Source: an optimization exercise on an open RTL-to-GDS flow (aim: small area, a short achievable clock period and few clock cycles). Production flows keep margins and buffers that such runs may drop.
Where RTL was checked, it was by simulation tests only, not by an equivalence proof against the original.
Only the layout flow was run in run 1; the RTL was not checked for function there.
Power figures rest on the tool's default switching activity, not on a simulated workload.

==> design/flow/design.v <==
module jtlvi_core (
  input             clk,
  input             rst,         
  input             bus_valid,
  input             bus_we,
  input      [7:0]  bus_addr,
  input      [31:0] bus_wdata,
  output reg        rsp_valid,
  output reg [31:0] rsp_rdata,
  output reg        rsp_err,
  output reg        irq
);
  localparam [31:0] ID_VALUE  = 32'hD40E0100;
  localparam [5:0] R_ID = 6'h00, R_PARAM = 6'h01, R_CTRL = 6'h02, R_STATUS = 6'h03,
                   R_CMD = 6'h04, R_ERRCODE = 6'h05, R_ERRINFO0 = 6'h06,
                   R_ERRINFO1 = 6'h07, R_ERRINFO2 = 6'h08, R_ACC = 6'h09,
                   R_CKFEED = 6'h0A, R_MEMADDR = 6'h0B, R_MEMDATA8 = 6'h0C,
                   R_MEMDATA32 = 6'h0D, R_RESULT0 = 6'h18, R_RESULT1 = 6'h19,
                   R_RESULT2 = 6'h1A;
  localparam [5:0] E_BAD_COMMAND = 6'h01, E_BOUNDS = 6'h02, E_OVERLAP = 6'h03,
                   E_TAG_RANGE = 6'h10, E_TAG_RESERVED = 6'h11, E_VALUE_LENGTH = 6'h12,
                   E_VALUE_BOUNDS = 6'h13, E_VALUE_OVERLAP = 6'h14, E_OVERFLOW = 6'h15,
                   E_DEC_SHORT = 6'h20, E_DEC_MAGIC = 6'h21, E_DEC_CHECKSUM = 6'h22,
                   E_DEC_TRUNC_HEADER = 6'h23, E_DEC_TRUNC_VALUE = 6'h24,
                   E_DEC_CAPACITY = 6'h25;
  localparam [4:0] S_IDLE = 5'd0, S_DISP = 5'd1, S_CS = 5'd2, S_CSW = 5'd3,
                   S_CSF = 5'd4, S_DCK = 5'd5, S_DCKW = 5'd6, S_DCHK = 5'd7,
                   S_DP0 = 5'd8, S_DP0W = 5'd9, S_DP1W = 5'd10, S_DW0 = 5'd11,
                   S_DW1 = 5'd12, S_DW2 = 5'd13, S_DFIN = 5'd14, S_EV = 5'd15,
                   S_ESZ1 = 5'd16, S_ESZ2 = 5'd17, S_EM = 5'd18;
  localparam [3:0] I_HDR = 4'd0, I_D0 = 4'd1, I_D1 = 4'd2, I_D2 = 4'd3, I_V0 = 4'd4,
                   I_V = 4'd5, I_SCAN = 4'd6, I_SNOP = 4'd7, I_SD0 = 4'd8,
                   I_SD1 = 4'd9, I_SV0 = 4'd10, I_SV1 = 4'd11, I_TAIL = 4'd12,
                   I_NX = 4'd13, I_STOP = 4'd14;
  localparam [3:0] K_NONE = 4'd0, K_HDR = 4'd1, K_VADDR = 4'd2, K_VLEN = 4'd3,
                   K_TAG = 4'd4, K_VAL = 4'd5, K_SCAN = 4'd6, K_TRL = 4'd7,
                   K_PAT = 4'd8, K_ZPAD = 4'd9, K_CKW = 4'd10;
  localparam [3:0] X_HOLD = 4'd0, X_ZERO = 4'd1,
                   X0_CMD = 4'd2, X0_K = 4'd3, X0_A1 = 4'd4, X0_CK = 4'd5, X0_INC = 4'd6,
                   X0_OFF = 4'd7, X0_TOT = 4'd8, X0_EIDX = 4'd9,
                   X1_A0 = 4'd2, X1_A2 = 4'd3, X1_A5 = 4'd4, X1_K = 4'd5, X1_A1 = 4'd6,
                   X1_RDH = 4'd7, X1_CK = 4'd8, X1_DREM = 4'd9, X1_A3 = 4'd10, X1_OFF = 4'd11,
                   X1_RD = 4'd12, X1_TOT = 4'd13, X1_P = 4'd14, X1_WT = 4'd15,
                   X2_A1 = 4'd2, X2_T12 = 4'd3, X2_A3 = 4'd4, X2_A6 = 4'd5, X2_RDL = 4'd6,
                   X2_D40E = 4'd7, X2_S = 4'd8, X2_RD = 4'd9, X2_FLAGS = 4'd10, X2_WL = 4'd11;
  localparam [2:0] W_NONE = 3'd0, W_END0 = 3'd1, W_END1 = 3'd2, W_TH = 3'd3, W_TV = 3'd4,
                   W_CAP = 3'd5;
  function [15:0] cstep(input [15:0] a, input [7:0] b);
    cstep = {a[0], a[15:1]} + {8'd0, b};
  endfunction
  reg        ctrl_ie;
  reg        st_busy, st_done, st_busyacc, st_rangeacc;
  reg [31:0] cmd_r;
  reg [5:0]  errcode;
  reg [31:0] x0, x1, x2;
  reg [15:0] acc;
  reg [31:0] mem_addr;
  reg [31:0] a0, a1, a2, a3, a4, a5, a6;
  wire [7:0] opc = cmd_r[7:0];
  wire       f0  = cmd_r[8];
  wire       f1  = cmd_r[9];
  wire       rsv_ok = (cmd_r[31:10] == 22'd0);
  reg        pf_v;
  reg [7:0]  pf_b;
  wire [15:0] acc_fed = cstep(acc, pf_b);
  wire [15:0] acc_eff = pf_v ? acc_fed : acc;
  reg        hw_v, hw_4;
  reg [7:0]  hw_a;
  reg [31:0] hw_d;
  reg [7:0]  ew_a;
  reg [31:0] ew_d;
  reg [2:0]  ew_n;
  reg        ew_wr;         
  reg        ew_ck;         
  reg        ew_ckw;        
  reg        ew_full;       
  reg [7:0] mem0 [0:63];
  reg [7:0] mem1 [0:63];
  reg [7:0] mem2 [0:63];
  reg [7:0] mem3 [0:63];
  reg  [4:0]  state;
  reg  [7:0]  pa;
  reg  [5:0]  pw1;           
  reg  [31:0] rd;            
  wire [5:0]  pw  = pa[7:2];
  wire [5:0]  ix0 = (pa[1:0] == 2'd0) ? pw : pw1;
  wire [5:0]  ix1 = (pa[1:0] <= 2'd1) ? pw : pw1;
  wire [5:0]  ix2 = (pa[1:0] <= 2'd2) ? pw : pw1;
  reg  [7:0]  ld0, ld1, ld2, ld3;
  integer e;
  always @* begin
    ld0 = 8'd0; ld1 = 8'd0; ld2 = 8'd0; ld3 = 8'd0;
    for (e = 0; e < 64; e = e + 1) begin
      if (ix0 == e) ld0 = ld0 | mem0[e];
      if (ix1 == e) ld1 = ld1 | mem1[e];
      if (ix2 == e) ld2 = ld2 | mem2[e];
      if (pw  == e) ld3 = ld3 | mem3[e];
    end
  end
  reg [31:0] win;
  always @* begin
    case (pa[1:0])
      2'd0: win = {ld0, ld1, ld2, ld3};
      2'd1: win = {ld1, ld2, ld3, ld0};
      2'd2: win = {ld2, ld3, ld0, ld1};
      default: win = {ld3, ld0, ld1, ld2};
    endcase
  end
  wire [7:0]  wp_a = hw_v ? hw_a : ew_a;
  wire [31:0] wp_d = hw_v ? (hw_4 ? hw_d : {hw_d[7:0], 24'd0}) :
                     ew_ckw ? {ck, 16'd0} : ew_d;
  wire [2:0]  wp_n = hw_v ? (hw_4 ? 3'd4 : 3'd1) : ew_wr ? ew_n : 3'd0;
  wire [5:0]  ww  = wp_a[7:2];
  wire [5:0]  ww1 = wp_a[7:2] + 6'd1;
  reg  [7:0]  lwd [0:3];
  reg  [3:0]  lwe;
  reg  [5:0]  lwa [0:3];
  integer L;
  reg [1:0] bi;
  always @* begin
    for (L = 0; L < 4; L = L + 1) begin
      bi = L[1:0] - wp_a[1:0];            
      lwe[L] = ({1'b0, bi} < wp_n);
      lwa[L] = (L[1:0] < wp_a[1:0]) ? ww1 : ww;
      case (bi)
        2'd0: lwd[L] = wp_d[31:24];
        2'd1: lwd[L] = wp_d[23:16];
        2'd2: lwd[L] = wp_d[15:8];
        default: lwd[L] = wp_d[7:0];
      endcase
    end
  end
  always @(posedge clk) begin
    if (lwe[0]) mem0[lwa[0]] <= lwd[0];
    if (lwe[1]) mem1[lwa[1]] <= lwd[1];
    if (lwe[2]) mem2[lwa[2]] <= lwd[2];
    if (lwe[3]) mem3[lwa[3]] <= lwd[3];
  end
  wire [5:0] widx    = bus_addr[7:2];
  wire       aligned = (bus_addr[1:0] == 2'b00);
  wire       mapped  = (widx <= R_MEMDATA32) || (widx >= 6'h10 && widx <= 6'h16) ||
                       (widx >= R_RESULT0 && widx <= R_RESULT2);
  wire h_ok = bus_valid && aligned && mapped && !rst;
  wire h_wr = h_ok && bus_we;
  wire h_rd = h_ok && !bus_we;
  wire ma_hi0  = (mem_addr[31:8] == 24'd0);
  wire m8_inr  = ma_hi0;
  wire m32_inr = ma_hi0 && !(mem_addr[7:2] == 6'h3F && mem_addr[1:0] != 2'd0);
  wire srst = h_wr && (widx == R_CTRL) && bus_wdata[1];
  wire errz = (errcode == 6'd0);
  reg [31:0] rdata;
  always @* begin
    rdata = 32'd0;
    case (widx)
      R_ID:        rdata = ID_VALUE;
      R_PARAM:     rdata = 32'd8;
      R_CTRL:      rdata = {31'd0, ctrl_ie};
      R_STATUS:    rdata = {27'd0, st_rangeacc, st_busyacc, !errz, st_done, st_busy};
      R_CMD:       rdata = cmd_r;
      R_ERRCODE:   rdata = {26'd0, errcode};
      R_ERRINFO0:  rdata = errz ? 32'd0 : x0;
      R_ERRINFO1:  rdata = errz ? 32'd0 : x1;
      R_ERRINFO2:  rdata = errz ? 32'd0 : x2;
      R_ACC:       rdata = {16'd0, acc_eff};
      R_MEMADDR:   rdata = mem_addr;
      6'h10:       rdata = a0;
      6'h11:       rdata = a1;
      6'h12:       rdata = a2;
      6'h13:       rdata = a3;
      6'h14:       rdata = a4;
      6'h15:       rdata = a5;
      6'h16:       rdata = a6;
      R_RESULT0:   rdata = (errz && !st_busy) ? x0 : 32'd0;
      R_RESULT1:   rdata = (errz && !st_busy) ? x1 : 32'd0;
      R_RESULT2:   rdata = (errz && !st_busy) ? x2 : 32'd0;
      default:     rdata = 32'd0;
    endcase
  end
  wire m8_ok  = !st_busy && m8_inr;
  wire m32_ok = !st_busy && m32_inr;
  wire [31:0] mdata8  = {24'd0, win[31:24] & {8{m8_ok}}};
  wire [31:0] mdata32 = win & {32{m32_ok}};
  always @(posedge clk) begin
    if (rst) begin
      rsp_valid <= 1'b0;
      rsp_rdata <= 32'd0;
      rsp_err   <= 1'b0;
    end else begin
      rsp_valid <= bus_valid;
      rsp_err   <= bus_valid && !(aligned && mapped);
      rsp_rdata <= !h_rd ? 32'd0 : (widx == R_MEMDATA32) ? mdata32 :
                   (widx == R_MEMDATA8) ? mdata8 : rdata;
    end
  end
  function le256(input [31:0] v);
    le256 = (v[31:9] == 23'd0) && !(v[8] && (v[7:0] != 8'd0));
  endfunction
  function inb(input [31:0] b, input lz, input lle, input [8:0] l9);
    inb = lz || (le256(b) && lle && ({1'b0, b[8:0]} + {1'b0, l9} <= 10'd256));
  endfunction
  function ovl(input [8:0] b1, input lz1, input [8:0] l1, input [8:0] b2, input lz2, input [8:0] l2);
    ovl = !lz1 && !lz2 && ({1'b0, b1} < {1'b0, b2} + {1'b0, l2}) &&
          ({1'b0, b2} < {1'b0, b1} + {1'b0, l1});
  endfunction
  wire a1z = (a1 == 32'd0), a3z = (a3 == 32'd0), a6z = (a6 == 32'd0);
  wire a1t_le = (a1[31:5] == 27'd0) && (a1[4:0] <= 5'd21);
  wire a3t_le = (a3[31:5] == 27'd0) && (a3[4:0] <= 5'd21);
  wire [8:0] a1t = {a1[4:0], 3'b000} + {1'b0, a1[4:0], 2'b00};
  wire [8:0] a3t = {a3[4:0], 3'b000} + {1'b0, a3[4:0], 2'b00};
  reg c_a0a1, c_a0t1, c_a2a3, c_a2t3, c_a5a6, c_oe1, c_oe2, c_od, c_lt4;
  always @(posedge clk) begin
    c_a0a1 <= !inb(a0, a1z, le256(a1), a1[8:0]);
    c_a0t1 <= !inb(a0, a1z, a1t_le, a1t);
    c_a2a3 <= !inb(a2, a3z, le256(a3), a3[8:0]);
    c_a2t3 <= !inb(a2, a3z, a3t_le, a3t);
    c_a5a6 <= !inb(a5, a6z, le256(a6), a6[8:0]);
    c_oe1  <= ovl(a0[8:0], a1z, a1t, a2[8:0], a3z, a3[8:0]);
    c_oe2  <= ovl(a5[8:0], a6z, a6[8:0], a2[8:0], a3z, a3[8:0]);
    c_od   <= ovl(a0[8:0], a1z, a1[8:0], a2[8:0], a3z, a3t);
    c_lt4  <= (a1 < 32'd4);
  end
  wire [31:0] tx = opc[0] ? a3 : a1;
  wire [32:0] t12s = {1'b0, tx[28:0], 3'b000} + {1'b0, tx[29:0], 2'b00};
  wire [31:0] t12 = ((tx[31:29] != 3'd0) || t12s[32]) ? 32'hFFFFFFFF : t12s[31:0];
  reg [15:0] ck;
  reg [8:0]  cnt;           
  reg        first;         
  reg [8:0]  off;           
  reg [8:0]  rem;           
  reg [8:0]  sbase;         
  reg [23:0] prv;           
  reg        wk_act;        
  reg [2:0]  wk_ev;         
  reg [31:0] wtl;           
  reg [8:0]  hp;            
  reg [5:0]  jrec;
  reg [8:0]  hlen;
  reg [1:0]  wc;
  reg [4:0]  eidx;
  reg [5:0]  ev_err;        
  reg [12:0] elen;
  reg        vlz, vlle;
  reg [8:0]  vl9;
  reg        et;            
  reg [12:0] em;            
  reg [3:0]  iph;
  reg [3:0]  rk, rkd;       
  reg [2:0]  rkn, rknd;     
  reg [7:0]  wa;            
  reg [7:0]  dp;            
  reg [4:0]  rcnt;          
  reg [7:0]  va;            
  reg [7:0]  iva;           
  reg [8:0]  ivr;           
  reg [8:0]  vl;            
  reg [8:0]  crem;          
  reg [8:0]  prem;          
  reg [8:0]  pwr;           
  reg [7:0]  pra;           
  reg        a6s;           
  reg        tflag;         
  reg [4:0]  si;
  reg [7:0]  sa;
  reg [4:0]  cs_idx;
  reg [7:0]  cs_d;
  reg        found, have_last;
  reg [20:0] best, last;
  reg [7:0]  bd;
  wire [15:0] cs1 = cstep(ck,  ew_d[31:24]);
  wire [15:0] cs2 = cstep(cs1, ew_d[23:16]);
  wire [15:0] cs3 = cstep(cs2, ew_d[15:8]);
  wire [15:0] cs4 = cstep(cs3, ew_d[7:0]);
  wire [15:0] ck_nx = ew_full ? cs4 : (ew_n == 3'd1) ? cs1 : (ew_n == 3'd2) ? cs2 :
                      (ew_n == 3'd3) ? cs3 : ck;
  wire [2:0]  sn = (cnt >= 9'd4) ? 3'd4 : cnt[2:0];
  wire        slast = (cnt <= 9'd4);
  wire [2:0]  vn = (crem >= 9'd4) ? 3'd4 : crem[2:0];
  wire [20:0] skey = {rd[15:0], cs_idx};
  wire        scond = (!have_last || skey > last) && (!found || skey < best);
  wire [20:0] best_nx = scond ? skey : best;
  reg  [31:0] em_d;
  reg  [2:0]  em_n;
  always @* begin
    em_d = 32'd0;
    em_n = 3'd0;
    case (rkd)
      K_HDR:  begin em_d = 32'hD40E0000; em_n = 3'd4; end
      K_TAG:  begin em_d = {rd[15:0], 7'd0, vl}; em_n = 3'd4; end
      K_VLEN: if (f0) begin em_d = {best[20:5], 7'd0, rd[8:0]}; em_n = 3'd4; end
      K_VAL:  begin em_d = rd; em_n = vn; end
      K_TRL:  begin em_d = 32'hFFFF0000; em_n = 3'd4; end
      K_PAT:  begin
        em_n = rknd;
        if (a6[8:0] == 9'd1)      em_d = {4{rd[31:24]}};
        else if (a6[8:0] == 9'd2) em_d = {2{rd[31:16]}};
        else                      em_d = rd;
      end
      K_ZPAD: begin em_d = 32'd0; em_n = rknd; end
      default: ;
    endcase
  end
  wire [2:0] prem4 = (prem >= 9'd4) ? 3'd4 : prem[2:0];
  wire [2:0] pwr4  = (pwr >= 9'd4) ? 3'd4 : pwr[2:0];
  wire [2:0] pcap  = a6s ? ((a6[1:0] == 2'd3) ? 3'd3 : 3'd4) : pwr4;
  wire [2:0] pn    = (prem4 < pcap) ? prem4 : pcap;
  wire        a4nz  = (a4 != 32'd0);
  wire        a4big = (a4[31:13] != 19'd0);
  wire        enc_t = f1 || (a4nz && (a4big || (elen < a4[12:0])));
  wire        usep  = a4nz && (a4big || (em < a4[12:0]));
  wire [31:0] enc_tot = usep ? a4 : {19'd0, em};
  wire        enc_ovf = usep ? (a4 > a3) : ({19'd0, em} > a3);
  wire [8:0]  enc_p = usep ? (a4[8:0] - em[8:0]) : 9'd0;
  wire [8:0]  drem  = rem;                       
  wire        d_end = (rem == 9'd0);
  wire        d_th  = (rem < 9'd4);
  wire [15:0] d_len = rd[15:0];
  wire [8:0]  drem4 = drem - 9'd4;
  wire [55:0] wwin = {prv, rd};
  reg  [31:0] hdr;
  always @*
    case (off[1:0])
      2'd1: hdr = wwin[55:24];
      2'd2: hdr = wwin[47:16];
      2'd3: hdr = wwin[39:8];
      default: hdr = wwin[31:0];
    endcase
  wire        h_due = wk_act && (off <= sbase);
  wire        h_tv  = ({7'd0, drem4} < hdr[15:0]);
  wire        d_cap = (a3 == {26'd0, x0[5:0]});
  wire        v_lz   = (rd == 32'd0);
  wire        v_lle  = le256(rd);
  wire [5:0]  v_err0 = (rd[31:16] != 16'd0) ? E_TAG_RANGE :
                       (rd[15:0] == 16'hFFFF) ? E_TAG_RESERVED : 6'd0;
  wire [5:0]  v_err1 = (rd[31:16] != 16'd0) ? E_VALUE_LENGTH : 6'd0;
  wire [5:0]  v_err2 = !inb(rd, vlz, vlle, vl9) ? E_VALUE_BOUNDS :
                       ovl(rd[8:0], vlz, vl9, a2[8:0], a3z, a3[8:0]) ? E_VALUE_OVERLAP : 6'd0;
  reg        ie_n, done_n;  
  reg [7:0]  pa_n;          
  reg [5:0]  pw1_n;         
  reg        pw1_s;
  reg [3:0]  xs0, xs1, xs2;  
  reg [2:0]  kv0;           
  reg        kv1;           
  reg        sb;            
  reg [31:0] st_d;          
  reg [2:0]  st_n;
  reg        st_wr, st_ck, st_ckw;
  reg [7:0]  st_a;
  always @(posedge clk) begin
    ie_n = ctrl_ie; done_n = st_done;
    pa_n = pa;
    pw1_n = 6'd0; pw1_s = 1'b0;
    xs0 = X_HOLD; xs1 = X_HOLD; xs2 = X_HOLD;
    kv0 = 3'd0; kv1 = 1'b0; sb = 1'b0;
    st_d = 32'd0; st_n = 3'd0; st_wr = 1'b0; st_ck = 1'b0; st_ckw = 1'b0; st_a = wa;
    hw_v <= 1'b0;
    if (rst || srst) begin
      ie_n        = 1'b0;
      st_busy     <= 1'b0;
      done_n      = 1'b0;
      st_busyacc  <= 1'b0;
      st_rangeacc <= 1'b0;
      cmd_r       <= 32'd0;
      errcode     <= 6'd0;
      xs0 = X_ZERO; xs1 = X_ZERO; xs2 = X_ZERO;
      acc         <= 16'd0;
      pf_v        <= 1'b0;
      mem_addr    <= 32'd0;
      a0 <= 32'd0; a1 <= 32'd0; a2 <= 32'd0; a3 <= 32'd0;
      a4 <= 32'd0; a5 <= 32'd0; a6 <= 32'd0;
      state       <= S_IDLE;
      pa_n        = 8'd0;
    end else begin
      if (pf_v) acc <= acc_fed;
      pf_v <= 1'b0;
      if (h_wr) begin
        case (widx)
          R_CTRL:   ie_n = bus_wdata[0];
          R_STATUS: begin
            if (bus_wdata[1]) done_n = 1'b0;
            if (bus_wdata[3]) st_busyacc  <= 1'b0;
            if (bus_wdata[4]) st_rangeacc <= 1'b0;
          end
          R_CMD, R_ACC, R_CKFEED, R_MEMADDR, R_MEMDATA8, R_MEMDATA32,
          6'h10, 6'h11, 6'h12, 6'h13, 6'h14, 6'h15, 6'h16: begin
            if (st_busy) begin
              st_busyacc <= 1'b1;
            end else begin
              case (widx)
                R_CMD: begin
                  cmd_r   <= bus_wdata;
                  done_n = 1'b0;
                  errcode <= 6'd0;
                  st_busy <= 1'b1;
                  state   <= S_DISP;
                  pa_n    = a0[7:0];
                end
                R_ACC:     acc <= bus_wdata[15:0];
                R_CKFEED:  begin pf_v <= 1'b1; pf_b <= bus_wdata[7:0]; end
                R_MEMADDR: begin
                  mem_addr <= bus_wdata;
                  pa_n = bus_wdata[7:0];
                end
                R_MEMDATA8: begin
                  if (m8_inr) begin
                    mem_addr <= {23'd0, mem_addr[8:0] + 9'd1};
                    pa_n = mem_addr[7:0] + 8'd1;
                    hw_v <= 1'b1; hw_4 <= 1'b0; hw_a <= mem_addr[7:0]; hw_d <= bus_wdata;
                  end else st_rangeacc <= 1'b1;
                end
                R_MEMDATA32: begin
                  if (m32_inr) begin
                    mem_addr <= {23'd0, mem_addr[8:0] + 9'd4};
                    pa_n = mem_addr[7:0] + 8'd4;
                    hw_v <= 1'b1; hw_4 <= 1'b1; hw_a <= mem_addr[7:0]; hw_d <= bus_wdata;
                  end else st_rangeacc <= 1'b1;
                end
                6'h10: a0 <= bus_wdata;
                6'h11: a1 <= bus_wdata;
                6'h12: a2 <= bus_wdata;
                6'h13: a3 <= bus_wdata;
                6'h14: a4 <= bus_wdata;
                6'h15: a5 <= bus_wdata;
                default: a6 <= bus_wdata;
              endcase
            end
          end
          default: ;
        endcase
      end
      if (h_rd && (widx == R_MEMDATA8 || widx == R_MEMDATA32)) begin
        if (st_busy)
          st_busyacc <= 1'b1;
        else if (widx == R_MEMDATA8) begin
          if (m8_inr) begin
            mem_addr <= {23'd0, mem_addr[8:0] + 9'd1};
            pa_n = mem_addr[7:0] + 8'd1;
          end else st_rangeacc <= 1'b1;
        end else begin
          if (m32_inr) begin
            mem_addr <= {23'd0, mem_addr[8:0] + 9'd4};
            pa_n = mem_addr[7:0] + 8'd4;
          end else st_rangeacc <= 1'b1;
        end
      end
      rd   <= win;
      rkd  <= rk;
      rknd <= rkn;
      case (state)
        S_IDLE: ;
        S_DISP: begin
          xs0 = X_ZERO; xs1 = X_ZERO; xs2 = X_ZERO;
          pa_n = pa + 8'd4;
          if (opc == 8'h01 && rsv_ok && !f1) begin
            if (c_a0a1) begin
              kv0 = 3'd1; fail(E_BOUNDS, X0_K, X1_A0, X2_A1);
            end else begin
              cnt   <= a1[8:0];
              state <= a1z ? S_CSF : S_CS;
            end
          end else if (opc == 8'h02 && rsv_ok) begin
            if (c_a0t1) begin
              kv0 = 3'd2; fail(E_BOUNDS, X0_K, X1_A0, X2_T12);
            end else if (c_a2a3) begin
              kv0 = 3'd3; fail(E_BOUNDS, X0_K, X1_A2, X2_A3);
            end else if (c_a5a6) begin
              kv0 = 3'd4; fail(E_BOUNDS, X0_K, X1_A5, X2_A6);
            end else if (c_oe1) begin
              kv0 = 3'd2; fail(E_OVERLAP, X0_K, X1_K, X_ZERO);
            end else if (c_oe2) begin
              kv0 = 3'd4; fail(E_OVERLAP, X0_K, X1_K, X_ZERO);
            end else begin
              wc     <= 2'd0;
              eidx   <= 5'd0;
              ev_err <= 6'd0;
              elen   <= 13'd4;
              state  <= a1z ? S_ESZ1 : S_EV;
            end
          end else if (opc == 8'h03 && rsv_ok && !f0 && !f1) begin
            if (c_a0a1) begin
              kv0 = 3'd6; fail(E_BOUNDS, X0_K, X1_A0, X2_A1);
            end else if (c_a2t3) begin
              kv0 = 3'd7; fail(E_BOUNDS, X0_K, X1_A2, X2_T12);
            end else if (c_od) begin
              kv0 = 3'd6; kv1 = 1'b1; fail(E_OVERLAP, X0_K, X1_K, X_ZERO);
            end else if (c_lt4)
              fail(E_DEC_SHORT, X0_A1, X_ZERO, X_ZERO);
            else begin
              cnt   <= a1[8:0];
              first <= 1'b1;
              off   <= 9'd4;
              rem   <= a1[8:0] - 9'd4;
              sbase <= 9'd0;
              wk_act <= 1'b1;
              wk_ev <= W_NONE;
              state <= S_DCK;
            end
          end else begin
            fail(E_BAD_COMMAND, X0_CMD, X_ZERO, X_ZERO);
          end
        end
        S_CS: begin
          cnt  <= cnt - {6'd0, sn};
          pa_n = pa + 8'd4;
          st_d = rd; st_n = sn; st_ck = 1'b1;
          if (slast) state <= S_CSW;
        end
        S_CSW: state <= S_CSF;
        S_CSF: begin
          acc <= ck;
          xs0 = X0_CK; xs1 = X1_A1;
          finish();
        end
        S_DCK: begin
          first <= 1'b0;
          if (first) begin
            xs1 = X1_RDH;                        
            xs2 = X2_RDL;                        
          end
          cnt <= cnt - {6'd0, sn};
          st_d = first ? {rd[31:16], 16'd0} : rd; st_n = sn; st_ck = 1'b1;
          sbase <= sbase + 9'd4;
          prv   <= rd[23:0];
          if (h_due) begin
            if (d_end) begin
              wk_act <= 1'b0; wk_ev <= W_END0;
            end else if (d_th) begin
              wk_act <= 1'b0; wk_ev <= W_TH;
            end else if (hdr[31:16] == 16'hFFFF) begin
              wk_act <= 1'b0; wk_ev <= W_END1;
            end else if (h_tv) begin
              wk_act <= 1'b0; wk_ev <= W_TV; wtl <= hdr;
            end else if (d_cap) begin
              wk_act <= 1'b0; wk_ev <= W_CAP;
            end else begin
              xs0 = X0_INC;
              off <= off + 9'd4 + hdr[8:0];
              rem <= rem - 9'd4 - hdr[8:0];
            end
          end
          if (slast) begin
            pa_n = a0[7:0] + 8'd4;
            state <= S_DCKW;
          end else
            pa_n = pa + 8'd4;
        end
        S_DCKW: state <= S_DCHK;
        S_DCHK: begin
          if (x1[15:0] != 16'hD40E)
            fail(E_DEC_MAGIC, X_ZERO, X_HOLD, X2_D40E);
          else if (ck != x2[15:0])
            fail(E_DEC_CHECKSUM, X_ZERO, X1_CK, X_HOLD);
          else if (wk_act ? !d_end : (wk_ev == W_TH))
            fail(E_DEC_TRUNC_HEADER, X0_OFF, X1_DREM, X_ZERO);
          else if (!wk_act && wk_ev == W_TV)
            fail(E_DEC_TRUNC_VALUE, X0_OFF, X1_WT, X2_WL);
          else if (!wk_act && wk_ev == W_CAP)
            fail(E_DEC_CAPACITY, X0_OFF, X1_A3, X_ZERO);
          else
            end_pass0(!wk_act && wk_ev == W_END1);
        end
        S_DW0: begin
          st_d = {16'd0, rd[31:16]}; st_n = 3'd4; st_wr = 1'b1;
          hlen  <= d_len[8:0];
          pa_n  = hp[7:0] + d_len[7:0];
          pw1_n = (hp[7:0] + 8'd4 + d_len[7:0]) >> 2; pw1_s = 1'b1;
          state <= S_DW1;
        end
        S_DW1: begin
          st_d = {23'd0, hlen}; st_n = 3'd4; st_wr = 1'b1;
          state <= S_DW2;
        end
        S_DW2: begin
          st_d = {23'd0, hp}; st_n = 3'd4; st_wr = 1'b1;
          hp   <= hp + 9'd4 + hlen;
          jrec <= jrec + 6'd1;
          state <= (jrec + 6'd1 == x0[5:0]) ? S_DFIN : S_DW0;
        end
        S_DFIN: begin
          acc <= ck;
          finish();
        end
        S_EV: begin
          if (ev_err != 6'd0)
            fail(ev_err, X_HOLD, X_HOLD, X_HOLD);
          else begin
            pa_n = pa + 8'd4;
            wc <= (wc == 2'd2) ? 2'd0 : wc + 2'd1;
            case (wc)
              2'd0: begin
                xs0 = X0_EIDX; xs1 = X1_RD; xs2 = X_ZERO;
                ev_err <= v_err0;
              end
              2'd1: begin
                xs2 = X2_RD;
                vlz  <= v_lz;
                vlle <= v_lle;
                vl9  <= rd[8:0];
                ev_err <= v_err1;
              end
              default: begin
                xs2 = X2_RD;
                ev_err <= v_err2;
                elen <= elen + 13'd4 + {4'd0, vl9};
                eidx <= eidx + 5'd1;
                if (eidx + 5'd1 == a1[4:0]) state <= S_ESZ1;
              end
            endcase
          end
        end
        S_ESZ1: begin
          if (ev_err != 6'd0)
            fail(ev_err, X_HOLD, X_HOLD, X_HOLD);
          else begin
            et    <= enc_t;
            em    <= elen + (enc_t ? 13'd4 : 13'd0);
            state <= S_ESZ2;
          end
        end
        S_ESZ2: begin
          if (enc_ovf)
            fail(E_OVERFLOW, X_ZERO, X1_TOT, X2_A3);
          else begin
            xs0 = X0_TOT; xs1 = X1_P; xs2 = X2_FLAGS;
            wa    <= a2[7:0];
            iph   <= I_HDR;
            rk    <= K_NONE;
            rkd   <= K_NONE;
            rcnt  <= 5'd0;
            dp    <= a0[7:0];
            have_last <= 1'b0;
            tflag <= et;
            prem  <= enc_p;
            pwr   <= a6[8:0];
            pra   <= a5[7:0];
            a6s   <= (a6[8:0] <= 9'd4);
            si    <= 5'd0;
            sa    <= a0[7:0];
            state <= S_EM;
          end
        end
        S_EM: begin
          case (rkd)
            K_VADDR: va <= rd[7:0];
            K_VLEN: begin
              vl <= rd[8:0];
              if (f0) crem <= rd[8:0];
            end
            K_TAG:  crem <= vl;
            K_VAL:  crem <= crem - {6'd0, vn};
            K_SCAN: begin
              if (scond) begin
                best  <= skey;
                bd    <= cs_d;
                found <= 1'b1;
              end
            end
            default: ;
          endcase
          if (rkd == K_SCAN) begin
            cs_idx <= cs_idx + 5'd1;
            cs_d   <= cs_d + 8'd12;
          end else begin
            cs_idx <= 5'd0;
            cs_d   <= a0[7:0];
            found  <= 1'b0;
          end
          if (rkd == K_CKW) begin
            st_a = a2[7:0] + 8'd2; st_n = 3'd2; st_wr = 1'b1; st_ckw = 1'b1;
          end else begin
            st_d = em_d; st_n = em_n; st_wr = 1'b1; st_ck = 1'b1;
          end
          if (ew_ckw) begin
            acc <= ck;
            finish();
          end
          rk  <= K_NONE;
          rkn <= 3'd0;
          case (iph)
            I_HDR: begin
              rk  <= K_HDR;
              iph <= a1z ? I_TAIL : f0 ? I_SCAN : I_D0;
            end
            I_D0: begin pa_n = dp + 8'd8; rk <= K_VADDR; iph <= I_D1; end
            I_D1: begin pa_n = dp + 8'd4; rk <= K_VLEN;  iph <= I_D2; end
            I_D2: begin pa_n = dp;        rk <= K_TAG;   iph <= I_V0; end
            I_V0: begin
              if (rd[8:0] != 9'd0) begin
                pa_n = va;
                rk  <= K_VAL;
                iva <= va + 8'd4;
                ivr <= rd[8:0] - 9'd4;
                iph <= (rd[8:0] > 9'd4) ? I_V : I_NX;
              end else
                start_next();
            end
            I_V: begin
              pa_n = iva;
              rk  <= K_VAL;
              iva <= iva + 8'd4;
              ivr <= ivr - 9'd4;
              if (ivr <= 9'd4) iph <= I_NX;
            end
            I_NX: start_next();
            I_SCAN: begin
              pa_n = sa;
              rk <= K_SCAN;
              sa <= sa + 8'd12;
              si <= si + 5'd1;
              if (si + 5'd1 == a1[4:0]) iph <= I_SNOP;
            end
            I_SNOP: iph <= I_SD0;
            I_SD0: begin
              pa_n  = scond ? (cs_d + 8'd8) : (bd + 8'd8);
              pw1_n = scond ? ((cs_d + 8'd12) >> 2) : ((bd + 8'd12) >> 2); pw1_s = 1'b1;
              rk <= K_VADDR;
              last <= best_nx;
              have_last <= 1'b1;
              iph <= I_SD1;
            end
            I_SD1: begin pa_n = bd + 8'd4; rk <= K_VLEN; iph <= I_SV0; end
            I_SV0: begin
              pa_n = rd[7:0];
              rk  <= K_VAL;
              iva <= rd[7:0] + 8'd4;
              iph <= I_SV1;
            end
            I_SV1: begin
              if (rd[8:0] > 9'd4) begin
                pa_n = iva;
                rk  <= K_VAL;
                iva <= iva + 8'd4;
                ivr <= rd[8:0] - 9'd8;
                iph <= (rd[8:0] > 9'd8) ? I_V : I_NX;
              end else
                start_next();
            end
            I_TAIL: tail_issue();
            default: ;
          endcase
        end
        default: state <= S_IDLE;
      endcase
    end
    ctrl_ie <= ie_n;
    st_done <= done_n;
    irq     <= ie_n & done_n;
    pa  <= pa_n;
    pw1 <= pw1_s ? pw1_n : pa_n[7:2] + 6'd1;
    ew_a   <= st_a;
    ew_d   <= st_d;
    ew_n   <= st_n;
    ew_wr  <= st_wr;
    ew_ck  <= st_ck;
    ew_ckw <= st_ckw;
    ew_full <= (st_n == 3'd4);
    if (st_wr) wa <= wa + {5'd0, st_n};
    if (ew_ck) ck <= ck_nx;
    if (!rst && !srst && state == S_DISP) ck <= (opc == 8'h01 && f0) ? acc : 16'd0;
    if (!rst && !srst && state == S_ESZ2) ck <= 16'd0;
    case (xs0)
      X_ZERO:  x0 <= 32'd0;
      X0_CMD:  x0 <= cmd_r;
      X0_K:    x0 <= {29'd0, kv0};
      X0_A1:   x0 <= a1;
      X0_CK:   x0 <= {16'd0, ck};
      X0_INC:  x0 <= x0 + 32'd1;
      X0_OFF:  x0 <= {23'd0, off};
      X0_TOT:  x0 <= enc_tot;
      X0_EIDX: x0 <= {27'd0, eidx};
      default: ;
    endcase
    case (xs1)
      X_ZERO:  x1 <= 32'd0;
      X1_A0:   x1 <= a0;
      X1_A2:   x1 <= a2;
      X1_A5:   x1 <= a5;
      X1_K:    x1 <= kv1 ? 32'd7 : 32'd3;
      X1_A1:   x1 <= a1;
      X1_RDH:  x1 <= {16'd0, rd[31:16]};
      X1_CK:   x1 <= {16'd0, ck};
      X1_DREM: x1 <= {23'd0, drem};
      X1_A3:   x1 <= a3;
      X1_OFF:  x1 <= {23'd0, off};
      X1_RD:   x1 <= rd;
      X1_TOT:  x1 <= enc_tot;
      X1_P:    x1 <= {23'd0, enc_p};
      X1_WT:   x1 <= {16'd0, wtl[31:16]};
      default: ;
    endcase
    case (xs2)
      X_ZERO:   x2 <= 32'd0;
      X2_A1:    x2 <= a1;
      X2_T12:   x2 <= t12;
      X2_A3:    x2 <= a3;
      X2_A6:    x2 <= a6;
      X2_RDL:   x2 <= {16'd0, rd[15:0]};
      X2_D40E:  x2 <= 32'h0000D40E;
      X2_S:     x2 <= {31'd0, sb};
      X2_RD:    x2 <= rd;
      X2_FLAGS: x2 <= {30'd0, et & !f1, et};
      X2_WL:    x2 <= {16'd0, wtl[15:0]};
      default: ;
    endcase
  end
  task fail(input [5:0] code, input [3:0] s0, input [3:0] s1, input [3:0] s2);
    begin
      errcode <= code;
      xs0     = s0;
      xs1     = s1;
      xs2     = s2;
      finish();
    end
  endtask
  task finish;
    begin
      st_busy <= 1'b0;
      done_n  = 1'b1;
      state   <= S_IDLE;
      pa_n    = mem_addr[7:0];
    end
  endtask
  task end_pass0(input s);
    begin
      xs1 = X1_OFF;
      xs2 = X2_S;
      sb  = s;
      if (x0[5:0] == 6'd0) begin
        acc <= ck;
        finish();
      end else begin
        hp    <= a0[8:0] + 9'd8;
        jrec  <= 6'd0;
        wa    <= a2[7:0];
        state <= S_DW0;
      end
    end
  endtask
  task start_next;
    begin
      if (rcnt + 5'd1 == a1[4:0]) begin
        iph <= I_TAIL;
        tail_issue();
      end else begin
        rcnt <= rcnt + 5'd1;
        if (f0) begin
          pa_n = a0[7:0];
          rk  <= K_SCAN;
          sa  <= a0[7:0] + 8'd12;
          si  <= 5'd1;
          iph <= I_SCAN;
        end else begin
          pa_n = dp + 8'd20;
          rk  <= K_VADDR;
          dp  <= dp + 8'd12;
          iph <= I_D1;
        end
      end
    end
  endtask
  task tail_issue;
    begin
      if (tflag) begin
        rk    <= K_TRL;
        tflag <= 1'b0;
      end else if (prem == 9'd0) begin
        rk  <= K_CKW;
        iph <= I_STOP;
      end else begin
        rk   <= a6z ? K_ZPAD : K_PAT;
        pa_n = pra;
        rkn  <= pn;
        prem <= prem - {6'd0, pn};
        if (!a6s) begin
          if (pwr == {6'd0, pn}) begin
            pwr <= a6[8:0];
            pra <= a5[7:0];
          end else begin
            pwr <= pwr - {6'd0, pn};
            pra <= pra + {5'd0, pn};
          end
        end
      end
    end
  endtask
endmodule
==> design/flow/flow/run.sh <==
#!/bin/bash
set -euo pipefail
bash standard.sh SETUP_SLACK_MARGIN=9.4 ABC_CLOCK_PERIOD_IN_PS=4500 finish > standard_flow.log 2>&1
==> design/flow/standard.sh <==
#!/bin/bash
# synth_recipe.tcl (not shown) runs the flow's synth.tcl, then flattens the netlist and writes it again
# the make line also repeats each setting of config.mk as NAME=value (left out here)
make -C /OpenROAD-flow-scripts/flow DESIGN_CONFIG=/design/flow/config.mk WORK_HOME=/design/flow/orfs CLKGATE_MAP_FILE= SYNTH_SCRIPT=/design/flow/synth_recipe.tcl "${@:-finish}"
==> design/flow/config.mk <==
export PLATFORM = sky130hd
export DESIGN_NAME = jtlvi_core
export DESIGN_NICKNAME = jtlvi_core
export VERILOG_FILES = /design/flow/design.v
export SDC_FILE = /design/flow/constraint.sdc
export NUM_CORES = 8
export LEC_CHECK = 0
export CAP_MARGIN = 20
export CORE_MARGIN = 2
export CORE_UTILIZATION = 28
export CTS_CLUSTER_SIZE = 30
export PLACE_DENSITY = 0.45
export SLEW_MARGIN = 20
==> design/flow/constraint.sdc <==
create_clock -name core_clock -period 14.0 [get_ports {clk}]
set_input_delay 2.8000 -clock core_clock [delete_from_list [all_inputs] [get_ports {clk}]]
set_output_delay 2.8000 -clock core_clock [all_outputs]
set_load 0.01 [all_outputs]
==> summary.txt, run 1 <==
DRT iter0 DRCs - 20401
Post-synth ARST share - 0
Peak VDD IR - 0.101 mV
Crit. path cell count - 25
Worst-case reg-to-reg path depth - 25
Wire per inst - 38.8 um
DRC viols - 0
Row cnt - 266
Largest net degree at the start of global routing - 77
GRT met2 Usage - 0.447
Met3 Resource Use GR - 0.0764
Setup slack, reg-to-reg - 8.76 ns
Synth top area share - 0.526
EDFF count, synth - 2581
Pwr Total - 19.4 mW
RR Endpoint - ck[13]
Clk root buf - clkbuf_16
Clock Tree Buf Depth - 4
Syn Inst Count - 12780
Worst Path Required - 14.91 ns
Worst path slowest cell - fa_2
Routability congestion estimate - 0.992
Vias - 128465
Cts bufs inserted - 348
WHS - 0.447 ns
Unrepaired setup endpoints after global routing - true
Largest family of logic cells by synthesized area - compound AO/OA/AOI/OAI gates
Pwr dens - 103 nW/um2
Avg Cell Area, Syn - 11.5 um2
Period utilisation layout - 0.374
Outcome - complete, no violations
Post-synthesis xor/xnor area fraction - 0.0234
CTS Sinks - 3024
Synth Flop Type - edfxtp_1
NumNets Final - 14439
Worst path max stage delay - 0.38 ns
Layout Area Growth over Synthesis - 27.3%
Worst-Margin Slew - 1.25 ns
Crit-path leading delay family - compound AO/OA/AOI/OAI gates
CP max FO - 4
GRT Util Overall - 0.295
R2r startpoint - ew_d[24]
Post-synthesis register bit count - 3024
Drt first pass iters - 13
Cell Area, Synth - 147000 um2
Vias in the first global route - 117612
DIE HEIGHT - 729 um
Fin worst setup slack - 8.76 ns
First-pass GRT wire length - 1080000 um
End point of the critical path - ck[13]
Sequential share of the synthesized area - 0.587
Buf/Inv on CP - 1
Vias per cell - 6.07
GR peak layer - met2
Pins Over Slew Limit - 0
I/O pin count - 79
Antenna violations before repair - 79
Final Hold Fails - 0
Final Skew - 0.153 ns
Setup-failing EPs final - 0
Synth Area in Adders - 0.0437
Most frequent cells after synthesis - edfxtp_1 (2581), nand2_1 (1381), nor2_1 (1024)
Final Routed Wirelength - 821000 um
Layout cells sized above 1 - 0.232
Static leakage - 62.0 nW
Min-Delay Path Class - register to register
Core footprint - 524000 um2
Top cell type by total area after synthesis - edfxtp_1
Min-delay src - rkn[0]
Die area - 532000 um2
Synth area leaders - edfxtp_1 (53%), dfxtp_1 (6.0%), ha_1 (3.9%)
Synth warn - 3
HPWL Detailed - 549000 um
Crit. End Element - register
Worst slew margin - 0.163
Synth cell types - 116
Crit path launch type - register
Starting Density - 0.281
Hold-fix buffers, CTS - 0
CTS tree - built
Global-route met1 utilization - 0.381
Top-count cell post-synth - edfxtp_1
Max Clk Rate - 0.191 GHz
Compound-Gate Fraction of Synth Area - 0.167
Critical path type - register to register
DRT antenna net count - 0
Crit path launch - ew_d[24]
Gr ovfl total - 0
Crit path time final - 5.24 ns
Layout Utilization - 0.358
Max-cap violations - 0
H-tree levels - 5
IO Port Bufs - 78
Pre-CTS setup slack - 5.53 ns
Critical path arrival - 6.15 ns
Die Width - 729 um
Post-synthesis mux area share - 0.0263
Clock slew at reported path FFs - 0.06 ns
Clock Latency Late Sink - 1.09 ns
Final setup TNS - 0 ns
Simple-gate share of the synthesized area - 0.125
[logic make-up (layout without fill, tap and decap cells)]
| logic type | after synthesis | in the layout |
|---|---|---|
| simple gates | 3963 | 3973 |
| compound gates | 3520 | 3522 |
| flops | 3024 | 3024 |
| buf+inv | 1059 | 2440 |
| fa+ha+maj | 493 | 493 |
| xor+xnor | 391 | 391 |
| mux | 329 | 331 |
| other cells | 1 | 38 |
[sequential cells by signal, summed over array words and instances (netlist names), 512 cells and up]
register  cells
mem0        512
mem1        512
mem2        512
mem3        512
[placed cells by master, fill, tap and decap left out, types with 202 or more instances in the layout]
cell,Yosys,layout
ha_1,458,425
buf_6,1,202
nand4_1,251,251
o21ai_0,473,386
edfxtp_1,2581,2581
a22oi_1,745,660
dfxtp_1,443,403
clkbuf_16,0,369
nand2_1,1381,1316
nand3_1,373,348
inv_1,312,298
nor2_1,1024,806
a21oi_1,823,718
xnor2_1,239,221
buf_4,12,999
[through the flow]
| step | instance area (um2) | std cells |
|---|---|---|
| 2_1_floorplan | 149000 | 12781 |
| 3_3_place_gp | 161000 | 19807 |
| 3_5_place_dp | 161000 | 19815 |
| 4_1_cts | 182000 | 20885 |
| 5_1_grt | 187000 | 21151 |
| 6_report | 187000 | 21180 |
[worst register-to-register path: cells and delay by family, from the launching register on]
family | cells | cell delay (ns)
buffers and inverters | 1 | 0.07
DFF | 1 | 0.36
xor gates and xnor gates | 2 | 0.36
AOI/OAI and AO/OA | 11 | 2.14
and+or+nand+nor | 6 | 0.82
adders and majority gates | 5 | 1.43
[what timing repair did]
action | CTS | global route
gates resized for setup | 1221 | 654
gates cloned | 49 | 15
pin swaps | 320 | 334
setup buffers | 397 | 244
setup endpoints to repair | 2364 | 998
[power by group]
part | internal, mW | total [mW] | switching, mW
Clock | 5.21 | 9.30 | 4.09
Sequential | 9.65 | 9.68 | 0.0258
Combinational | 0.115 | 0.379 | 0.263
[area by class of cell]
type,count,area [um2]
timing repair inverter,2,32.5
inverter,317,1240
antenna,36,90.1
timing repair buffer,1497,15200
clock buffer,452,9470
clock inverter,172,1750
tap,6968,8720
fill,51732,337000
sequential,3024,86500
multi-input combinational,8712,64500
[layer usage]
| metal | part of all wire | up-vias | wire length, um |
|---|---|---|---|
| met5 | 0.00079 | - | 651 |
| met2 | 0.43 | 8766 | 353000 |
| li1 | - | 51968 | - |
| met4 | 0.074 | 52 | 61000 |
| met1 | 0.39 | 65369 | 317000 |
| met3 | 0.11 | 2310 | 89600 |
[worst min path at each step]
stage,endpoint,cells after the start
detailed placement,rknd[1],0
CTS,rknd[0],0
floorplan,rknd[0],0
global route,rknd[0],0
global placement,rknd[0],0
finish,rknd[0],0
==> inputs of run 2 (changes only) <==
--- a/design/flow/design.v
+++ b/design/flow/design.v
@@ -75,4 +75,7 @@
   reg        ew_ckw;        
   reg        ew_full;       
+  reg [10:0] ew_p2;
+  reg [11:0] ew_p3;
+  reg [12:0] ew_p4;
   reg [7:0] mem0 [0:63];
   reg [7:0] mem1 [0:63];
@@ -267,8 +270,20 @@
   reg [20:0] best, last;
   reg [7:0]  bd;
-  wire [15:0] cs1 = cstep(ck,  ew_d[31:24]);
-  wire [15:0] cs2 = cstep(cs1, ew_d[23:16]);
-  wire [15:0] cs3 = cstep(cs2, ew_d[15:8]);
-  wire [15:0] cs4 = cstep(cs3, ew_d[7:0]);
+  wire [16:0] y1 = {1'b0, ck} + {8'd0, ew_d[31:24], 1'b0};
+  wire [16:0] y2 = {1'b0, ck} + {6'd0, ew_p2};
+  wire [16:0] y3 = {1'b0, ck} + {5'd0, ew_p3};
+  wire [16:0] y4 = {1'b0, ck} + {4'd0, ew_p4};
+  wire        c1 = ck[0];
+  wire        c2 = y1[1] ^ (y1[16] & c1);
+  wire        c3 = y2[2] ^ (y2[16] & c1 & c2);
+  wire        c4 = y3[3] ^ (y3[16] & c1 & c2 & c3);
+  wire        t1 = y1[16] ^ c1;
+  wire [1:0]  t2 = {1'b0, y2[16]} + {c2, c1};
+  wire [2:0]  t3 = {2'b0, y3[16]} + {c3, c2, c1};
+  wire [3:0]  t4 = {3'b0, y4[16]} + {c4, c3, c2, c1};
+  wire [15:0] cs1 = {t1, y1[15:1]};
+  wire [15:0] cs2 = {t2, y2[15:2]};
+  wire [15:0] cs3 = {t3, y3[15:3]};
+  wire [15:0] cs4 = {t4, y4[15:4]};
   wire [15:0] ck_nx = ew_full ? cs4 : (ew_n == 3'd1) ? cs1 : (ew_n == 3'd2) ? cs2 :
                       (ew_n == 3'd3) ? cs3 : ck;
@@ -347,4 +362,7 @@
   reg        st_wr, st_ck, st_ckw;
   reg [7:0]  st_a;
+  reg [10:0] sp2;
+  reg [11:0] sp3;
+  reg [12:0] sp4, sp34;
   always @(posedge clk) begin
     ie_n = ctrl_ie; done_n = st_done;
@@ -457,5 +475,5 @@
             end else begin
               cnt   <= a1[8:0];
-              state <= a1z ? S_CSF : S_CS;
+              state <= a1z ? S_CSW : S_CS;
             end
           end else if (opc == 8'h02 && rsv_ok) begin
@@ -506,7 +524,6 @@
           if (slast) state <= S_CSW;
         end
-        S_CSW: state <= S_CSF;
-        S_CSF: begin
-          acc <= ck;
+        S_CSW: begin
+          acc <= ck_nx;
           xs0 = X0_CK; xs1 = X1_A1;
           finish();
@@ -541,13 +558,12 @@
           if (slast) begin
             pa_n = a0[7:0] + 8'd4;
-            state <= S_DCKW;
+            state <= S_DCHK;
           end else
             pa_n = pa + 8'd4;
         end
-        S_DCKW: state <= S_DCHK;
         S_DCHK: begin
           if (x1[15:0] != 16'hD40E)
             fail(E_DEC_MAGIC, X_ZERO, X_HOLD, X2_D40E);
-          else if (ck != x2[15:0])
+          else if (ck_nx != x2[15:0])
             fail(E_DEC_CHECKSUM, X_ZERO, X1_CK, X_HOLD);
           else if (wk_act ? !d_end : (wk_ev == W_TH))
@@ -755,4 +771,11 @@
     ew_ckw <= st_ckw;
     ew_full <= (st_n == 3'd4);
+    sp2  = {2'b00, st_d[31:24], 1'b0} + {1'b0, st_d[23:16], 2'b00};
+    sp34 = {1'b0, st_d[15:8], 3'b000} + {st_d[7:0], 4'b0000};
+    sp3  = {1'b0, sp2} + {1'b0, st_d[15:8], 3'b000};
+    sp4  = {2'b00, sp2} + sp34;
+    ew_p2 <= sp2;
+    ew_p3 <= sp3;
+    ew_p4 <= sp4;
     if (st_wr) wa <= wa + {5'd0, st_n};
     if (ew_ck) ck <= ck_nx;
@@ -764,5 +787,5 @@
       X0_K:    x0 <= {29'd0, kv0};
       X0_A1:   x0 <= a1;
-      X0_CK:   x0 <= {16'd0, ck};
+      X0_CK:   x0 <= {16'd0, ck_nx};
       X0_INC:  x0 <= x0 + 32'd1;
       X0_OFF:  x0 <= {23'd0, off};
@@ -779,5 +802,5 @@
       X1_A1:   x1 <= a1;
       X1_RDH:  x1 <= {16'd0, rd[31:16]};
-      X1_CK:   x1 <= {16'd0, ck};
+      X1_CK:   x1 <= {16'd0, ck_nx};
       X1_DREM: x1 <= {23'd0, drem};
       X1_A3:   x1 <= a3;
@@ -827,5 +850,5 @@
       sb  = s;
       if (x0[5:0] == 6'd0) begin
-        acc <= ck;
+        acc <= ck_nx;
         finish();
       end else begin
--- a/design/flow/config.mk
+++ b/design/flow/config.mk
@@ -6,8 +6,8 @@
 export NUM_CORES = 8
 export LEC_CHECK = 0
-export CAP_MARGIN = 20
+export CAP_MARGIN = 30
 export CORE_MARGIN = 2
 export CORE_UTILIZATION = 28
 export CTS_CLUSTER_SIZE = 30
 export PLACE_DENSITY = 0.45
-export SLEW_MARGIN = 20
+export SLEW_MARGIN = 30
==> summary.txt, run 2 <==
CTS Sinks - 3051 (+0.89%)
HPWL Detailed - 560000 um (+2.1%)
CP max FO - 7 (+3)
Post-synthesis register bit count - 3051 (+0.89%)
Row cnt - 268 (+0.75%)
Vias in the first global route - 121118 (+3.0%)
Crit. End Element - register
Pint - 15.1 mW (+0.87%)
H-tree levels - 5 (unchanged)
Worst path max stage delay - 0.50 ns (+0.12 ns)
Setup slack, reg-to-reg - 7.82 ns (-0.94 ns)
Worst slew margin - 0.203 (+0.0406)
Vias - 131240 (+2.2%)
Die Width - 736 um (+0.96%)
Min-Delay Path Class - register to register
Pre-CTS setup slack - 3.78 ns (-1.74 ns)
Buf/Inv on CP - 6 (+5)
Worst Path Required - 14.88 ns (-0.03 ns)
Switch Pwr - 4.69 mW (+7.0%)
Starting Density - 0.281 (+0.000632)
Cts bufs inserted - 354 (+1.7%)
Avg Cell Area, Syn - 11.3 um2 (-1.5%)
Clock Tree Buf Depth - 4 (unchanged)
Critical path type - primary input to register
Layout Area Growth over Synthesis - 27.5%
Unrepaired setup endpoints after global routing - true
Layout Utilization - 0.359 (+0.00129)
Max Clk Rate - 0.154 GHz (-19%)
IO Port Bufs - 78 (unchanged)
Clock Latency Late Sink - 1.06 ns (-0.03 ns)
WHS - 0.425 ns (-0.0224 ns)
Synth cell types - 108 (-6.9%)
Crit. path cell count - 27 (+8.0%)
GRT Util Overall - 0.291 (-0.00394)
Most common cell after layout, fill and taps aside - edfxtp_1
Wire per inst - 38.5 um (-0.80%)
Worst path slowest cell - fa_1
Most frequent cells after synthesis - edfxtp_1 (2581), nand2_1 (1308), nor2_1 (1190)
Fin worst setup slack - 7.50 ns (-1.26 ns)
End point of the critical path - ew_p4[12]
EDFF count, synth - 2581 (unchanged)
Synth warn - 3 (unchanged)
Inst Count DP - 20285 (+2.4%)
Outcome - complete, no violations
DRT antenna net count - 0 (unchanged)
Drt first pass iters - 10 (-3)
Peak VDD IR - 0.104 mV (+2.7%)
Static leakage - 65.4 nW (+5.5%)
RR Endpoint - ew_p4[12]
NumNets Final - 14876 (+3.0%)
Crit-path leading delay family - adder cells
Cell Area, Synth - 150000 um2 (+1.9%)
Worst-Margin Slew - 1.20 ns (-0.0570 ns)
Layout Cells excl Fill - 21644 (+2.2%)
Worst-case reg-to-reg path depth - 25 (unchanged)
I/O pin count - 79 (unchanged)
Syn Inst Count - 13233 (+3.5%)
Comb power frac - 0.034 (+0.014)
Final Skew - 0.0728 ns (-0.0807 ns)
Routability congestion estimate - 1.00 (+0.98%)
Clk root buf - clkbuf_16
Top cell type by total area after synthesis - edfxtp_1
Critical path arrival - 7.38 ns (+1.23 ns)
Gr ovfl total - 0 (unchanged)
Synth area leaders - edfxtp_1 (52%), dfxtp_1 (6.3%), ha_1 (4.1%)
DIE HEIGHT - 736 um (+0.96%)
DRC viols - 0 (unchanged)
Vias per cell - 6.06 (about the same)
CTS tree - built
FF/Latch Area - 87100 um2 (+0.70%)
Core footprint - 533000 um2 (+1.7%)
Final setup TNS - 0 ns (unchanged)
Crit path launch type - primary input
Max-cap violations - 0 (unchanged)
Antenna violations before repair - 55 (-30%)
Post-synth ARST share - 0 (unchanged)
Clock slew at reported path FFs - 0.06 ns (about the same)
Pins Over Slew Limit - 0 (unchanged)
Setup-failing EPs final - 0 (unchanged)
Largest net degree at the start of global routing - 101 (+31%)
Crit path launch - bus_addr[7]
Final Routed Wirelength - 833000 um (+1.4%)
Die area - 542000 um2 (+1.9%)
R2r startpoint - state[3]
Sw Share - 0.237 (+0.0105)
Fillers - 52491 (+1.5%)
Synth top area share - 0.516 (-0.0100)
Pwr dens - 103 nW/um2 (+0.18%)
Footprint of the multi-input gates - 67000 um2 (+3.8%)
Clock power share - 0.471 (-0.010)
Top-count cell post-synth - edfxtp_1
First-pass GRT wire length - 1090000 um (+1.0%)
Synth Flop Type - edfxtp_1
Crit path time final - 6.50 ns (+1.26 ns)
Period utilisation layout - 0.464 (+0.0898)
Most frequent cells in the layout - edfxtp_1 (2581), nand2_1 (1198), buf_4 (922)
DRT iter0 DRCs - 18947 (-7.1%)
Layout cells sized above 1 - 0.230 (-0.00166)
Final Hold Fails - 0 (unchanged)
Sequential share of the synthesized area - 0.579 (-0.00756)
Reg power frac - 0.495 (-0.005)
==> run 2: area by class of cell <==
cell class / instances / area share
clock inverter: 201 / 0.00919
sequential: 3051 / 0.455
clock buffer: 445 / 0.0497
inverter: 363 / 0.00747
tap: 7020 / 0.0459
multi-input combinational: 9064 / 0.350
antenna: 37 / 0.000484
timing repair buffer: 1461 / 0.0820
timing repair inverter: 2 / 0.000124
==> run 2: repair_timing <==
action,4_1_cts,5_1_grt
pin swaps,344,312
gates cloned,70,29
gates resized for setup,1264,621
endpoints found under the setup margin,1733,1285
hold buffers,0,0
setup buffers,373,198
==> run 2: worst min path at each step <==
| stage | start | to | cells past startpoint |
|---|---|---|---|
| floorplan | rkn[0] | rknd[0] | 0 |
| CTS | rkn[1] | rknd[1] | 0 |
| global placement | rkn[0] | rknd[0] | 0 |
| global route | rkn[1] | rknd[1] | 0 |
| finish | rkn[0] | rknd[0] | 0 |
| detailed placement | rkn[0] | rknd[0] | 0 |
==> run 2: cell families (layout without fill, tap and decap cells) <==
family	count (synthesis)	after routing	synth area share
AND/OR/NAND/NOR	4384	4392	0.139
XOR/XNOR	380	380	0.0224
flip-flops	3051	3051	0.579
AO/OA/AOI/OAI	3442	3444	0.160
multiplexers	308	311	0.0239
buffers and inverters	1132	2472	0.0288
other	1	39	0.0000250
adder cells (fa/ha/maj)	535	535	0.0468
==> run 2: layer usage <==
metal / up-vias / track usage / share of wire
met5: - / 0.000794 / 0.00012
met3: 2068 / 0.0740 / 0.11
met1: 66980 / 0.381 / 0.39
met4: 12 / 0.171 / 0.074
met2: 8550 / 0.435 / 0.43
li1: 53630 / - / -
==> run 2: stage by stage <==
stage	cell area [um2]	total power [mW]
after global routing	191000	20.2
after global placement	164000	10.5
after CTS	186000	19.8
final	191000	19.8
after detailed placement	165000	10.5
after floorplan	152000	10.2
==> run 2: power groups by stage <==
stage	Combinational, mW	Clock, mW	Sequential [mW]
2_1_floorplan	0.250	0	9.95
3_3_place_gp	0.482	0	9.99
3_5_place_dp	0.480	0	9.99
4_1_cts	0.604	9.38	9.79
5_1_grt	0.683	9.70	9.78
6_report	0.678	9.33	9.79
Testbench counts of run 2, summed over its fixed seeds: cycles 38,579.

[separate check: timing with driven ports]
The results above use ideal ports. As a check the final layouts listed here were re-extracted and re-timed, cells and wires unchanged.
Step 1 assumes that a clkbuf_16 drives the clock port and a buf_2 every other input.
Step 2, shift: input delay + t, output delay - t, t = (earliest + latest rising clock arrival at the registers) / 2. This alone moves slack from input paths to output paths.
a / b / c = ideal ports / drivers / drivers and shift; a / b = the first two.
| run | t, ns | slack for setup (ns) | hold WS [ns] | clock arrival spread, ns | slew at the worst register clock pin (ns) |
|---|---|---|---|---|---|
| run 1 | 1.137 | 8.758 / 8.577 / 7.440 | 0.447 / 0.447 / 0.447 | 0.153 / 0.153 | 0.08 / 0.08 |
| run 2 | 1.129 | 7.502 / 7.491 / 6.361 | 0.425 / 0.425 / 0.425 | 0.077 / 0.077 | 0.07 / 0.07 |
After both steps every run listed still meets setup and hold. The setup slack of run 1, which loses most, moves by -0.181 ns with the drivers and by -1.318 ns with both steps.
